From an optimization exercise on the open Yosys and OpenROAD flow, aimed at small area and a short achievable clock period; shortcuts taken in it are not production practice. Function was checked by simulation only, so behaviour that the tests miss may differ from the original.

==> flow/design.v <==
module aux_rx_sync (
    input  wire        clk,
    input  wire        rst,           
    input  wire        arm,           
    input  wire [15:0] arm_t,
    input  wire        tick,          
    input  wire        rx_valid,      
    input  wire [7:0]  rx_data,
    output wire        rx_ready,
    output wire        rx_done,
    output wire [1:0]  rx_state,
    output wire [7:0]  cmd_status,
    output wire [8:0]  rx_cnt,
    output wire        rx_ovf,
    output wire        rx_prep,
    output wire [15:0] qrem,
    output wire [15:0] orem,
    output wire [7:0]  res_status,
    output wire [7:0]  res_src,
    output wire [7:0]  res_dst,
    output wire [7:0]  res_cmd,
    output wire [7:0]  res_len,
    output wire [7:0]  res_plen,
    input  wire        rd_sel,        
    input  wire [8:0]  rd_idx,
    output wire [7:0]  rd_byte
);
    localparam [15:0] Q_TICKS  = 16'd100;
    localparam [7:0]  SENTINEL = 8'h3B;
    localparam [8:0]  RX_CAP   = 9'd258;
    localparam [1:0] S_OFF = 2'd0, S_IDLE = 2'd1, S_COLL = 2'd2;
    localparam [7:0] ST_OK       = 8'h00;
    localparam [7:0] ST_SHORT    = 8'h01;
    localparam [7:0] ST_SIZE     = 8'h03;
    localparam [7:0] ST_CKSUM    = 8'h04;
    localparam [7:0] ST_NODATA   = 8'h06;
    localparam [7:0] ST_TIMEOUT  = 8'h07;
    localparam [7:0] ST_BADOPND  = 8'h0D;
    localparam [7:0] ST_BUSY     = 8'h0E;
    localparam [7:0] ST_NONE     = 8'hFF;
    localparam [2:0] RC_NONE     = 3'd2;       
    reg [1:0]  state_q;
    reg [1:0]  cmd_q;                  
    reg [8:0]  cnt_q;
    reg        ovf_q;
    reg        prep_q;
    reg [6:0]  qrem_q;                 
    reg [15:0] orem_q;
    reg [7:0]  sum_q;                  
    reg [2:0]  res_code_q;             
    wire busy      = (state_q == S_IDLE) || (state_q == S_COLL);
    wire arm_ok    = arm && (arm_t != 16'd0) && !busy;
    wire take      = !arm && rx_valid && busy;
    wire do_tick   = !arm && !take && tick;
    wire store     = take && (cnt_q != RX_CAP);
    wire [6:0]  qrem_dec = qrem_q - 7'd1;
    wire [15:0] orem_dec = orem_q - 16'd1;
    wire        q_last   = (qrem_q == 7'd1);
    wire        o_last   = (orem_q == 16'd1);
    wire tick_idle = do_tick && (state_q == S_IDLE);
    wire tick_coll = do_tick && (state_q == S_COLL);
    wire [7:0] b0 = {col7[0], col6[0], col5[0], col4[0], col3[0], col2[0], col1[0], col0[0]};
    wire [7:0] b1 = {col7[1], col6[1], col5[1], col4[1], col3[1], col2[1], col1[1], col0[1]};
    wire [7:0] b2 = {col7[2], col6[2], col5[2], col4[2], col3[2], col2[2], col1[2], col0[2]};
    wire [7:0] b3 = {col7[3], col6[3], col5[3], col4[3], col3[3], col2[3], col1[3], col0[3]};
    wire [7:0] b4 = {col7[4], col6[4], col5[4], col4[4], col3[4], col2[4], col1[4], col0[4]};
    wire       f_prep = (b0 != SENTINEL);
    wire [7:0] f_len  = f_prep ? b0 : b1;
    wire [9:0] cand_len  = {1'b0, cnt_q} + {9'd0, f_prep};
    wire [9:0] frame_len = {2'b00, f_len} + 10'd3;
    wire [7:0] ck_sum = f_prep ? sum_q : (sum_q - SENTINEL);
    reg [7:0] f_status;
    always @(*) begin
        if (ovf_q)
            f_status = ST_SIZE;
        else if (cand_len < 10'd6)
            f_status = ST_SHORT;
        else if (cand_len != frame_len)
            f_status = ST_SIZE;
        else if (ck_sum != 8'd0)
            f_status = ST_CKSUM;
        else
            f_status = ST_OK;
    end
    reg [257:0] col0, col1, col2, col3, col4, col5, col6, col7;
    genvar b, k;
    generate
        for (k = 0; k < 258; k = k + 1) begin : g_wr
            always @(posedge clk)
                if (store && (cnt_q == k))
                    {col7[k], col6[k], col5[k], col4[k],
                     col3[k], col2[k], col1[k], col0[k]} <= rx_data;
        end
    endgenerate
    always @(posedge clk) begin
        if (rst) begin
            state_q      <= S_OFF;
            cmd_q        <= 2'd3;
            cnt_q        <= 9'd0;
            ovf_q        <= 1'b0;
            prep_q       <= 1'b0;
            qrem_q       <= 7'd0;
            orem_q       <= 16'd0;
            sum_q        <= 8'd0;
            res_code_q   <= RC_NONE;
        end else begin
            if (arm) begin
                if (arm_t == 16'd0)
                    cmd_q <= 2'd1;
                else if (busy)
                    cmd_q <= 2'd2;
                else
                    cmd_q <= 2'd0;
            end
            if (arm_ok) begin
                state_q      <= S_IDLE;
                cnt_q        <= 9'd0;
                ovf_q        <= 1'b0;
                prep_q       <= 1'b0;
                qrem_q       <= 7'd0;
                orem_q       <= arm_t;
                sum_q        <= 8'd0;
                res_code_q   <= RC_NONE;
            end
            if (take) begin
                state_q <= S_COLL;
                qrem_q  <= Q_TICKS[6:0];
                if (store) begin
                    cnt_q <= cnt_q + 9'd1;
                    sum_q <= sum_q + rx_data;
                end else begin
                    ovf_q <= 1'b1;
                end
            end
            if (tick_idle) begin
                orem_q <= orem_dec;
                if (o_last) begin
                    state_q      <= S_OFF;
                    res_code_q   <= ST_NODATA[2:0];
                end
            end
            if (tick_coll) begin
                qrem_q <= qrem_dec;
                orem_q <= orem_dec;
                if (q_last) begin
                    state_q      <= S_OFF;
                    prep_q       <= f_prep;
                    res_code_q   <= f_status[2:0];
                end else if (o_last) begin
                    state_q      <= S_OFF;
                    res_code_q   <= ST_TIMEOUT[2:0];
                end
            end
        end
    end
    assign rx_state   = state_q;
    assign rx_ready   = busy;
    assign rx_done    = (state_q == S_OFF) && (res_code_q != RC_NONE);
    assign cmd_status = (cmd_q == 2'd0) ? ST_OK : (cmd_q == 2'd1) ? ST_BADOPND :
                        (cmd_q == 2'd2) ? ST_BUSY : ST_NONE;
    assign rx_cnt     = cnt_q;
    assign rx_ovf     = ovf_q;
    assign rx_prep    = prep_q;
    assign qrem       = {9'd0, qrem_q};
    assign orem       = orem_q;
    wire res_ok = (res_code_q == 3'd0);
    wire [7:0] h_len = prep_q ? b0 : b1;
    wire [7:0] h_src = prep_q ? b1 : b2;
    wire [7:0] h_dst = prep_q ? b2 : b3;
    wire [7:0] h_cmd = prep_q ? b3 : b4;
    assign res_status = (res_code_q == RC_NONE) ? ST_NONE : {5'd0, res_code_q};
    assign res_src    = res_ok ? h_src : 8'd0;
    assign res_dst    = res_ok ? h_dst : 8'd0;
    assign res_cmd    = res_ok ? h_cmd : 8'd0;
    assign res_len    = res_ok ? h_len : 8'd0;
    assign res_plen   = res_ok ? (h_len - 8'd3) : 8'd0;
    wire [2:0] il = rd_idx[2:0];
    wire [2:0] im = rd_idx[5:3];
    wire [2:0] ih = rd_idx[8:6];
    wire       off5  = rd_sel && !prep_q;
    wire       off4  = rd_sel &&  prep_q;
    wire       off0  = !rd_sel;
    wire [7:0] il_hot;                 
    aux_rx_dec3 u_il (.a(il), .y(il_hot));
    wire       c_lo  = (off5 && (il >= 3'd3)) || (off4 && il[2]);
    wire       c_mid = c_lo && (im == 3'd7);
    function lt9(input [8:0] a, input [8:0] bb);
        integer n;
        reg r;
        begin
            r = 1'b0;
            for (n = 0; n < 9; n = n + 1)
                r = (!a[n] && bb[n]) || (!(a[n] ^ bb[n]) && r);
            lt9 = r;
        end
    endfunction
    wire [7:0] dec_lo, dec_mid;
    wire [4:0] dec_hi;
    genvar j;
    generate
        for (j = 0; j < 8; j = j + 1) begin : g_dec
            wire p0, p5, p4;
            aux_rx_nand2 u_p0 (.a(off0), .b(il_hot[j]),           .y(p0));
            aux_rx_nand2 u_p5 (.a(off5), .b(il_hot[(j + 3) % 8]), .y(p5));
            aux_rx_nand2 u_p4 (.a(off4), .b(il_hot[(j + 4) % 8]), .y(p4));
            aux_rx_nand3 u_pl (.a(p0), .b(p5), .c(p4), .y(dec_lo[j]));
            assign dec_mid[j] = c_lo ? (im == ((j + 7) % 8)) : (im == j);
        end
        for (j = 0; j < 5; j = j + 1) begin : g_dec_hi
            assign dec_hi[j] = c_mid ? (ih == ((j + 7) % 8)) : (ih == j);
        end
    endgenerate
    wire       pay_ok  = res_ok && lt9(rd_idx, {1'b0, res_plen});
    wire       rd_ok   = rd_sel ? pay_ok : lt9(rd_idx, cnt_q);
    wire [4:0] hi_ok   = dec_hi & {5{rd_ok}};
    wire [2063:0] colv = {col7, col6, col5, col4, col3, col2, col1, col0};
    genvar g;
    generate
        for (b = 0; b < 8; b = b + 1) begin : g_rd
            wire [257:0] cb = colv[258*b +: 258];
            wire [32:0]  t1;           
            wire [4:0]   t2;           
            for (g = 0; g < 32; g = g + 1) begin : g_t1
                aux_rx_sel8 u_s1 (.d(cb[8*g +: 8]), .s(dec_lo), .y(t1[g]));
            end
            assign t1[32] = |(cb[257:256] & dec_lo[1:0]);
            for (g = 0; g < 4; g = g + 1) begin : g_t2
                aux_rx_sel8 u_s2 (.d(t1[8*g +: 8]), .s(dec_mid), .y(t2[g]));
            end
            assign t2[4] = t1[32] & dec_mid[0];
            aux_rx_sel5 u_s3 (.d(t2), .s(hi_ok), .y(rd_byte[b]));
        end
    endgenerate
endmodule
module aux_rx_sel8 (
    input  wire [7:0] d,
    input  wire [7:0] s,
    output wire       y
);
    assign y = |(d & s);
endmodule
module aux_rx_sel5 (
    input  wire [4:0] d,
    input  wire [4:0] s,
    output wire       y
);
    wire n0, n1, n2;
    aux_rx_aoi22 u_a0 (.a(d[0]), .b(s[0]), .c(d[1]), .d(s[1]), .yn(n0));
    aux_rx_aoi22 u_a1 (.a(d[2]), .b(s[2]), .c(d[3]), .d(s[3]), .yn(n1));
    aux_rx_nand2 u_a2 (.a(d[4]), .b(s[4]), .y(n2));
    aux_rx_nand3 u_n  (.a(n0), .b(n1), .c(n2), .y(y));
endmodule
module aux_rx_aoi22 (
    input  wire a,
    input  wire b,
    input  wire c,
    input  wire d,
    output wire yn
);
    assign yn = ~((a & b) | (c & d));
endmodule
module aux_rx_nand2 (
    input  wire a,
    input  wire b,
    output wire y
);
    assign y = ~(a & b);
endmodule
module aux_rx_nand3 (
    input  wire a,
    input  wire b,
    input  wire c,
    output wire y
);
    assign y = ~(a & b & c);
endmodule
module aux_rx_dec3 (
    input  wire [2:0] a,
    output wire [7:0] y
);
    assign y = 8'd1 << a;
endmodule
clock: 10.0 ns
lec_check: 0
cap_margin: 20
core_margin: 2
core_utilization: 60
cts_buf_list: sky130_fd_sc_hd__clkbuf_16
cts_cluster_diameter: 70
cts_cluster_size: 25
place_density: 0.72
setup_slack_margin: 4.5
slew_margin: 20
synth_hierarchical: 1
synth_minimum_keep_size: 0
tns_end_percent: 5
run.sh (not shown) runs the stock make flow with config.mk's settings and CLKGATE_MAP_FILE= SYNTH_SCRIPT=/design/flow/synth_recipe.tcl, a recipe that flattens the netlist after the stock synthesis.
The baseline completed with no timing, DRC or antenna violations.
Change:
--- a/flow/design.v
+++ b/flow/design.v
@@ -177,13 +177,10 @@
     wire [2:0] il = rd_idx[2:0];
     wire [2:0] im = rd_idx[5:3];
     wire [2:0] ih = rd_idx[8:6];
     wire       off5  = rd_sel && !prep_q;
     wire       off4  = rd_sel &&  prep_q;
-    wire       off0  = !rd_sel;
-    wire [7:0] il_hot;                 
-    aux_rx_dec3 u_il (.a(il), .y(il_hot));
     wire       c_lo  = (off5 && (il >= 3'd3)) || (off4 && il[2]);
     wire       c_mid = c_lo && (im == 3'd7);
     function lt9(input [8:0] a, input [8:0] bb);
         integer n;
         reg r;
@@ -197,25 +194,20 @@
     wire [7:0] dec_lo, dec_mid;
     wire [4:0] dec_hi;
     genvar j;
     generate
         for (j = 0; j < 8; j = j + 1) begin : g_dec
-            wire p0, p5, p4;
-            aux_rx_nand2 u_p0 (.a(off0), .b(il_hot[j]),           .y(p0));
-            aux_rx_nand2 u_p5 (.a(off5), .b(il_hot[(j + 3) % 8]), .y(p5));
-            aux_rx_nand2 u_p4 (.a(off4), .b(il_hot[(j + 4) % 8]), .y(p4));
-            aux_rx_nand3 u_pl (.a(p0), .b(p5), .c(p4), .y(dec_lo[j]));
+            assign dec_lo[j]  = off5 ? (il == ((j + 3) % 8)) :
+                                off4 ? (il == ((j + 4) % 8)) : (il == j);
             assign dec_mid[j] = c_lo ? (im == ((j + 7) % 8)) : (im == j);
         end
         for (j = 0; j < 5; j = j + 1) begin : g_dec_hi
             assign dec_hi[j] = c_mid ? (ih == ((j + 7) % 8)) : (ih == j);
         end
     endgenerate
-    wire       pay_ok  = res_ok && lt9(rd_idx, {1'b0, res_plen});
-    wire       rd_ok   = rd_sel ? pay_ok : lt9(rd_idx, cnt_q);
-    wire [4:0] hi_ok   = dec_hi & {5{rd_ok}};
     wire [2063:0] colv = {col7, col6, col5, col4, col3, col2, col1, col0};
+    wire [7:0]    rd_val;
     genvar g;
     generate
         for (b = 0; b < 8; b = b + 1) begin : g_rd
             wire [257:0] cb = colv[258*b +: 258];
             wire [32:0]  t1;           
@@ -226,57 +218,19 @@
             assign t1[32] = |(cb[257:256] & dec_lo[1:0]);
             for (g = 0; g < 4; g = g + 1) begin : g_t2
                 aux_rx_sel8 u_s2 (.d(t1[8*g +: 8]), .s(dec_mid), .y(t2[g]));
             end
             assign t2[4] = t1[32] & dec_mid[0];
-            aux_rx_sel5 u_s3 (.d(t2), .s(hi_ok), .y(rd_byte[b]));
+            assign rd_val[b] = |(t2 & dec_hi);
         end
     endgenerate
+    wire       pay_ok  = res_ok && lt9(rd_idx, {1'b0, res_plen});
+    wire       rd_ok   = rd_sel ? pay_ok : lt9(rd_idx, cnt_q);
+    assign rd_byte = rd_ok ? rd_val : 8'd0;
 endmodule
 module aux_rx_sel8 (
     input  wire [7:0] d,
     input  wire [7:0] s,
     output wire       y
 );
     assign y = |(d & s);
 endmodule
-module aux_rx_sel5 (
-    input  wire [4:0] d,
-    input  wire [4:0] s,
-    output wire       y
-);
-    wire n0, n1, n2;
-    aux_rx_aoi22 u_a0 (.a(d[0]), .b(s[0]), .c(d[1]), .d(s[1]), .yn(n0));
-    aux_rx_aoi22 u_a1 (.a(d[2]), .b(s[2]), .c(d[3]), .d(s[3]), .yn(n1));
-    aux_rx_nand2 u_a2 (.a(d[4]), .b(s[4]), .y(n2));
-    aux_rx_nand3 u_n  (.a(n0), .b(n1), .c(n2), .y(y));
-endmodule
-module aux_rx_aoi22 (
-    input  wire a,
-    input  wire b,
-    input  wire c,
-    input  wire d,
-    output wire yn
-);
-    assign yn = ~((a & b) | (c & d));
-endmodule
-module aux_rx_nand2 (
-    input  wire a,
-    input  wire b,
-    output wire y
-);
-    assign y = ~(a & b);
-endmodule
-module aux_rx_nand3 (
-    input  wire a,
-    input  wire b,
-    input  wire c,
-    output wire y
-);
-    assign y = ~(a & b & c);
-endmodule
-module aux_rx_dec3 (
-    input  wire [2:0] a,
-    output wire [7:0] y
-);
-    assign y = 8'd1 << a;
-endmodule
After rerunning:
- The new run passed the timing, DRC and antenna checks
- critical path depth came out lower by 1
- routed wire length came out higher by about 1.6%
- sequential share of layout area came out lower by 0.22 points
- global-route usage came out higher by 0.40 points
- area after synthesis stays flat
- core utilization came out higher by 0.30 points
- worst setup slack gains 0.028 ns
- clock-buffer cell count came out lower by 3
- clock skew came out lower by 0.0041 ns

## afterwards: timing with drivers on the ports
In the flow no input, the clock included, has a driving cell. The finished layouts below were timed again as built, in two steps.
Step 1 assumes that a clkbuf_16 drives the clock port and a buf_2 every other input.
Step 2 moves the port delays by t, midway between the first and last clock arrival at a register: inputs arrive t later, outputs are due t later. That takes back most of the time a late clock gives input paths.
Slacks: ideal / step 1 / step 2; pairs: ideal / step 1.
run	shift t [ns]	setup WS [ns]	clock arrival spread, ns	worst register clock-pin slew, ns
the first run	0.839	2.854 / 2.833 / 2.833	0.053 / 0.052	0.10 / 0.10
the second run	0.837	2.882 / 2.795 / 2.795	0.067 / 0.067	0.10 / 0.10
After both steps every run listed still meets setup and hold. The setup slack of the second run, which loses most, moves by -0.087 ns with the drivers and by -0.087 ns with both steps.
